Background: an optimization exercise with open tools, aiming at small area and few clock cycles. Do not read the settings as production practice. In this exercise RTL edits were held to simulation tests only and were not proved equivalent to the original. Power and IR drop assume default switching activity.

==> flow/design.v <==
module pals2_rsc (
  input             clk,
  input             rst,           
  input             cmd_valid,
  input      [63:0] cmd_word,
  output            cmd_ready,
  output            rsp_valid,
  output reg  [3:0] rsp_flags,
  output reg [15:0] rsp_data,
  output            bus_req,
  output            bus_we,
  output      [6:0] bus_dev,
  output      [7:0] bus_addr,
  output reg  [7:0] bus_wdata,
  output      [3:0] bus_len,
  input             bus_done,
  input             bus_ack,
  input      [79:0] bus_rdata,
  input      [31:0] ms_now
);
  localparam [2:0] S_IDLE0 = 3'b000,    
                   S_IDLE1 = 3'b001,    
                   S_ZERO  = 3'b010,    
                   S_SEQ   = 3'b100,    
                   S_LAST  = 3'b101,    
                   S_ODT   = 3'b110,    
                   S_ODP   = 3'b111;    
  reg  [2:0] st;
  reg  [3:0] sh_prox;                   
  reg  [2:0] als_rate;                  
  reg  [1:0] gf_sel;
  reg  [2:0] int_pers;                  
  reg        int_ai;                    
  reg        int_pi;                    
  reg        cc_mode;
  reg [15:0] c_prox, c_als, c_blue1, c_blue2;
  reg        v_pa, v_bl;                
  reg  [1:0] hs_state;
  reg [31:0] t0;                        
  reg  [3:0] sticky;
  reg  [5:0] addr;                      
  reg        sel;                       
  wire [7:0] sh_prox8 = {4'h0, sh_prox};
  wire [7:0] sh_als8  = {3'h0, gf_sel, als_rate};
  wire [7:0] sh_int8  = {int_pers, 1'b0, int_ai, int_ai, int_pi, int_pi};
  assign bus_req   = st[2];
  assign cmd_ready = ~st[2] & ~st[1];
  assign rsp_valid = ~st[2] & ~st[1] & st[0];
  assign bus_dev   = 7'h2A;
  assign bus_addr  = {2'b00, addr};
  assign bus_we    = (st == S_SEQ) | (st == S_ODT) | ((st == S_LAST) & ~addr[4]);
  assign bus_len   = (st == S_ODP) ? {2'b00, addr[4], ~addr[4]} : (cc_mode ? 4'd10 : 4'd4);
  always @(*) begin
    if (addr[5])
      bus_wdata = addr[0] ? (addr[1] ? t0[15:8] : t0[7:0]) : 8'h00;
    else case (addr[2:0])
      3'd0: bus_wdata = (st == S_ODT) ? 8'h02 : 8'h01;
      3'd1: bus_wdata = sh_prox8;
      3'd3: bus_wdata = sh_als8;
      3'd4: bus_wdata = {6'h00, t0[0], st == S_LAST};
      3'd5: bus_wdata = sh_int8;
      default: bus_wdata = 8'h00;
    endcase
  end
  wire  [7:0] opc = cmd_word[7:0];
  wire [15:0] A   = cmd_word[31:16];
  wire [15:0] B   = cmd_word[47:32];
  wire res_zero = (cmd_word[15:8] == 8'h00) && (cmd_word[63:48] == 16'h0000);
  wire a_zero   = (A == 16'h0000);
  wire b_zero   = (B == 16'h0000);
  reg legal;
  always @(*) begin
    case (opc)
      8'h10, 8'h11, 8'h19, 8'h1A: legal = b_zero;
      8'h14, 8'h16:               legal = 1'b1;
      8'h18:                      legal = b_zero && (A[15:1] == 15'h0000);
      8'h01, 8'h12, 8'h13, 8'h15, 8'h17, 8'h20, 8'h21, 8'h22, 8'h23, 8'h24,
      8'h28, 8'h29, 8'h30, 8'h31, 8'h32, 8'h33, 8'h34, 8'h35:
                                  legal = a_zero && b_zero;
      default:                    legal = 1'b0;
    endcase
    legal = legal && res_zero;
  end
  wire invalid = (opc == 8'h10 || opc == 8'h11 || opc == 8'h1A) && a_zero;
  reg [2:0] msb7;
  always @(*) begin
    casez (A[6:0])
      7'b1??????: msb7 = 3'd6;
      7'b01?????: msb7 = 3'd5;
      7'b001????: msb7 = 3'd4;
      7'b0001???: msb7 = 3'd3;
      7'b00001??: msb7 = 3'd2;
      7'b000001?: msb7 = 3'd1;
      default:    msb7 = 3'd0;
    endcase
  end
  wire       a_ge128   = |A[15:7];
  wire       a_ge256   = |A[15:8];
  wire [2:0] prate     = A[7] ? 3'd7 : msb7;
  wire [2:0] pers      = a_ge128 ? 3'd7 : msb7;
  wire [2:0] arate     = (|A[15:3]) ? 3'd7 : A[2:0] - 3'd1;
  reg  [1:0] gain_sel;
  always @(*) begin
    case (A)
      16'd800:   gain_sel = 2'd1;
      16'd3200:  gain_sel = 2'd2;
      16'd25600: gain_sel = 2'd3;
      default:   gain_sel = 2'd0;
    endcase
  end
  reg [15:0] gf_x100;
  always @(*) begin
    case (gf_sel)
      2'd0: gf_x100 = 16'd8179;
      2'd1: gf_x100 = 16'd2217;
      2'd2: gf_x100 = 16'd602;
      default: gf_x100 = 16'd75;
    endcase
  end
  wire [15:0] status  = {7'h00, hs_state, gf_sel, cc_mode, sticky};
  wire [31:0] elapsed = ms_now - t0;
  wire        tmo     = elapsed > 32'd1000;
  wire accept = cmd_ready & cmd_valid;
  wire done   = st[2] & bus_done;
  always @(posedge clk) begin
    if (accept) begin
      t0[15:0] <= {B[7:0], A[7:0]};
      sel      <= opc[1] | opc[0];
    end else if (done && st == S_ODT)
      t0[15:0] <= ms_now[15:0];
    if (done && st == S_ODT)
      t0[31:16] <= ms_now[31:16];
    if (done && st == S_LAST && addr[4] && bus_ack) begin
      c_prox <= {bus_rdata[7:0], bus_rdata[15:8]};
      c_als  <= {bus_rdata[23:16], bus_rdata[31:24]};
      if (cc_mode) begin
        c_blue1 <= {bus_rdata[55:48], bus_rdata[63:56]};
        c_blue2 <= {bus_rdata[71:64], bus_rdata[79:72]};
      end
    end
    if (accept)
      rsp_flags <= {legal & invalid, ~legal, 2'b00};
    else if (done) begin
      if (!bus_ack)
        rsp_flags[0] <= 1'b1;
      if (st == S_ODP && !addr[4] && !(bus_ack && bus_rdata[6]) && tmo)
        rsp_flags[1] <= 1'b1;
    end
    if (accept) begin
      case (opc)
        8'h01, 8'h10, 8'h12, 8'h13:  addr <= 6'h01;
        8'h11, 8'h14, 8'h15, 8'h16, 8'h17: addr <= 6'h05;
        8'h18:                       addr <= 6'h04;
        8'h19, 8'h1A:                addr <= 6'h03;
        8'h20:                       addr <= 6'h10;
        default:                     addr <= 6'h00;
      endcase
    end else if (done) begin
      case (st)
        S_SEQ: begin
          if (!addr[5] && addr[2] && addr[0])
            addr <= {3'b100, sel, 2'b00};
          else if (!addr[5] && addr[2])
            addr <= 6'h00;
          else
            addr[2:0] <= addr[2:0] + 3'd1;
        end
        S_ODP: begin
          if (bus_ack && bus_rdata[6] || tmo)
            addr <= {4'b0100, sel, 1'b0};
        end
        default: ;
      endcase
    end
  end
  always @(posedge clk) begin
    if (rst) begin
      st       <= S_IDLE0;
      sh_prox  <= 4'h0;
      als_rate <= 3'd0;
      gf_sel   <= 2'd0;
      int_pers <= 3'd0;
      int_ai   <= 1'b0;
      int_pi   <= 1'b0;
      cc_mode  <= 1'b0;
      v_pa     <= 1'b0;
      v_bl     <= 1'b0;
      hs_state <= 2'd0;
      sticky   <= 4'h0;
      rsp_data <= 16'h0000;
    end else begin
      if (accept) begin
        sticky[3:2] <= sticky[3:2] | {legal & invalid, ~legal};
        st <= S_ZERO;
        if (legal && !invalid) begin
          case (opc)
            8'h01: begin
              sh_prox <= 4'h0; als_rate <= 3'd0; gf_sel <= 2'd0;
              st <= S_SEQ;
            end
            8'h10: begin
              sh_prox[2:0] <= a_ge256 ? 3'd0 : prate;
              if (a_ge256) sh_prox[3] <= 1'b1;
              st <= S_LAST;
            end
            8'h11: begin int_pers <= pers; st <= S_LAST; end
            8'h12: begin sh_prox[3] <= 1'b1; st <= S_LAST; end
            8'h13: begin sh_prox[3] <= 1'b0; st <= S_LAST; end
            8'h14: begin int_pi <= 1'b1; st <= S_SEQ; end
            8'h15: begin int_pi <= 1'b0; st <= S_LAST; end
            8'h16: begin int_ai <= 1'b1; st <= S_SEQ; end
            8'h17: begin int_ai <= 1'b1; st <= S_LAST; end
            8'h18: begin cc_mode <= 1'b1; st <= S_LAST; end
            8'h19: begin gf_sel <= gain_sel; st <= S_LAST; end
            8'h1A: begin als_rate <= arate; st <= S_LAST; end
            8'h20: st <= S_LAST;
            8'h28, 8'h29: begin hs_state <= 2'd1; st <= S_ODT; end
            8'h21: rsp_data <= v_pa ? c_prox : 16'h0000;
            8'h22: rsp_data <= v_pa ? c_als : 16'h0000;
            8'h23: rsp_data <= v_bl ? c_blue1 : 16'h0000;
            8'h24: rsp_data <= v_bl ? c_blue2 : 16'h0000;
            8'h30: rsp_data <= gf_x100;
            8'h31: rsp_data <= {8'h00, sh_prox8};
            8'h32: rsp_data <= 16'h0000;
            8'h33: rsp_data <= {8'h00, sh_als8};
            8'h34: rsp_data <= {8'h00, sh_int8};
            8'h35: rsp_data <= status;
            default: ;
          endcase
        end
      end else if (st == S_ZERO) begin
        st <= S_IDLE1;
      end else if (done) begin
        if (!bus_ack)
          sticky[0] <= 1'b1;
        case (st)
          S_SEQ: begin
            if ((!addr[5] && addr[2] && !addr[0]) || (addr[5] && addr[1:0] == 2'd2))
              st <= S_LAST;
          end
          S_LAST: begin
            st <= S_IDLE1;
            if (addr[4] && bus_ack) begin
              v_pa <= 1'b1;
              if (cc_mode) v_bl <= 1'b1;
            end
          end
          S_ODT: st <= S_ODP;
          default: begin  
            if (addr[4]) begin
              st <= S_IDLE1;
              if (bus_ack)
                rsp_data <= {bus_rdata[7:0], bus_rdata[15:8]};
            end else if (bus_ack && bus_rdata[6]) begin
              hs_state <= 2'd2;
            end else if (tmo) begin
              hs_state  <= 2'd3;
              sticky[1] <= 1'b1;
            end
          end
        endcase
      end
    end
  end
endmodule
make LEC_CHECK=0 CAP_MARGIN=20 CORE_MARGIN=2 CORE_UTILIZATION=40 PLACE_DENSITY=0.6 SLEW_MARGIN=20 finish   # period 5.0 ns
run.sh (not shown) runs the stock make flow with config.mk's settings and CLKGATE_MAP_FILE= SYNTH_SCRIPT=/design/flow/synth_recipe.tcl, a recipe that flattens the netlist after the stock synthesis.
The first run completed with no timing, DRC or antenna violations.
Testbench counts at the start, summed over its fixed seeds: cycles 22,592.
Next try:
--- a/flow/design.v
+++ b/flow/design.v
@@ -118,8 +118,18 @@
     endcase
   end
   wire [15:0] status  = {7'h00, hs_state, gf_sel, cc_mode, sticky};
-  wire [31:0] elapsed = ms_now - t0;
-  wire        tmo     = elapsed > 32'd1000;
+  wire  [9:0] el_lo;
+  wire        el_b;
+  assign {el_b, el_lo} = {1'b0, ms_now[9:0]} - {1'b0, t0[9:0]};
+  reg  [21:0] t0_carry;                 
+  integer k;
+  always @(*) begin
+    t0_carry[0] = 1'b1;
+    for (k = 1; k < 22; k = k + 1)
+      t0_carry[k] = t0_carry[k-1] & t0[k+9];
+  end
+  wire        hi_same = (ms_now[31:10] == (t0[31:10] ^ ({22{el_b}} & t0_carry)));
+  wire        tmo     = !hi_same || (&el_lo[9:5] && (el_lo[4] || (el_lo[3] && |el_lo[2:0])));
   wire accept = cmd_ready & cmd_valid;
   wire done   = st[2] & bus_done;
   always @(posedge clk) begin
The new run finished with timing, DRC and antenna clean.
Sequential power barely changes.
Wire length drops by 7.9%.
Setup slack got worse by 260 ps.
Fmax is lower by 5.6%.
Power drops by 3.3%.
Cell area came out lower by 5.7%.
Non-clock buffer count increases by 17.
Critical path depth increases by 2.
Testbench counts after the change, summed over its fixed seeds: cycles 22,592.

port drivers added, routing unchanged:
No port has a modelled driver above. Below, the same layouts with a new extraction and two added sets of constraints. Step 1 (the two cells are an assumption about what drives the block):
set clk [get_ports {clk}]
set_driving_cell -lib_cell sky130_fd_sc_hd__clkbuf_16 $clk
set_driving_cell -lib_cell sky130_fd_sc_hd__buf_2 [delete_from_list [all_inputs] $clk]
Step 2, shift: input delay + t, output delay - t, t = (earliest + latest rising clock arrival at the registers) / 2. This alone moves slack from input paths to output paths. Slacks: ideal ports / drivers / drivers and shift; pairs: ideal ports / drivers.
run	t (ns)	setup slack, ns	hold slack, ns	clock arrival spread, ns	worst slew at a driven data input, ns
the first run	0.476	0.589 / 0.613 / 0.137	0.447 / 0.447 / 0.447	0.012 / 0.012	0.07
the second run	0.476	0.325 / 0.348 / -0.128	0.455 / 0.455 / 0.455	0.012 / 0.012	0.06
With both steps, setup timing fails in the second run, where it was met with ideal ports. The setup slack of the second run, which loses most, moves by +0.023 ns with the drivers and by -0.453 ns with both steps.
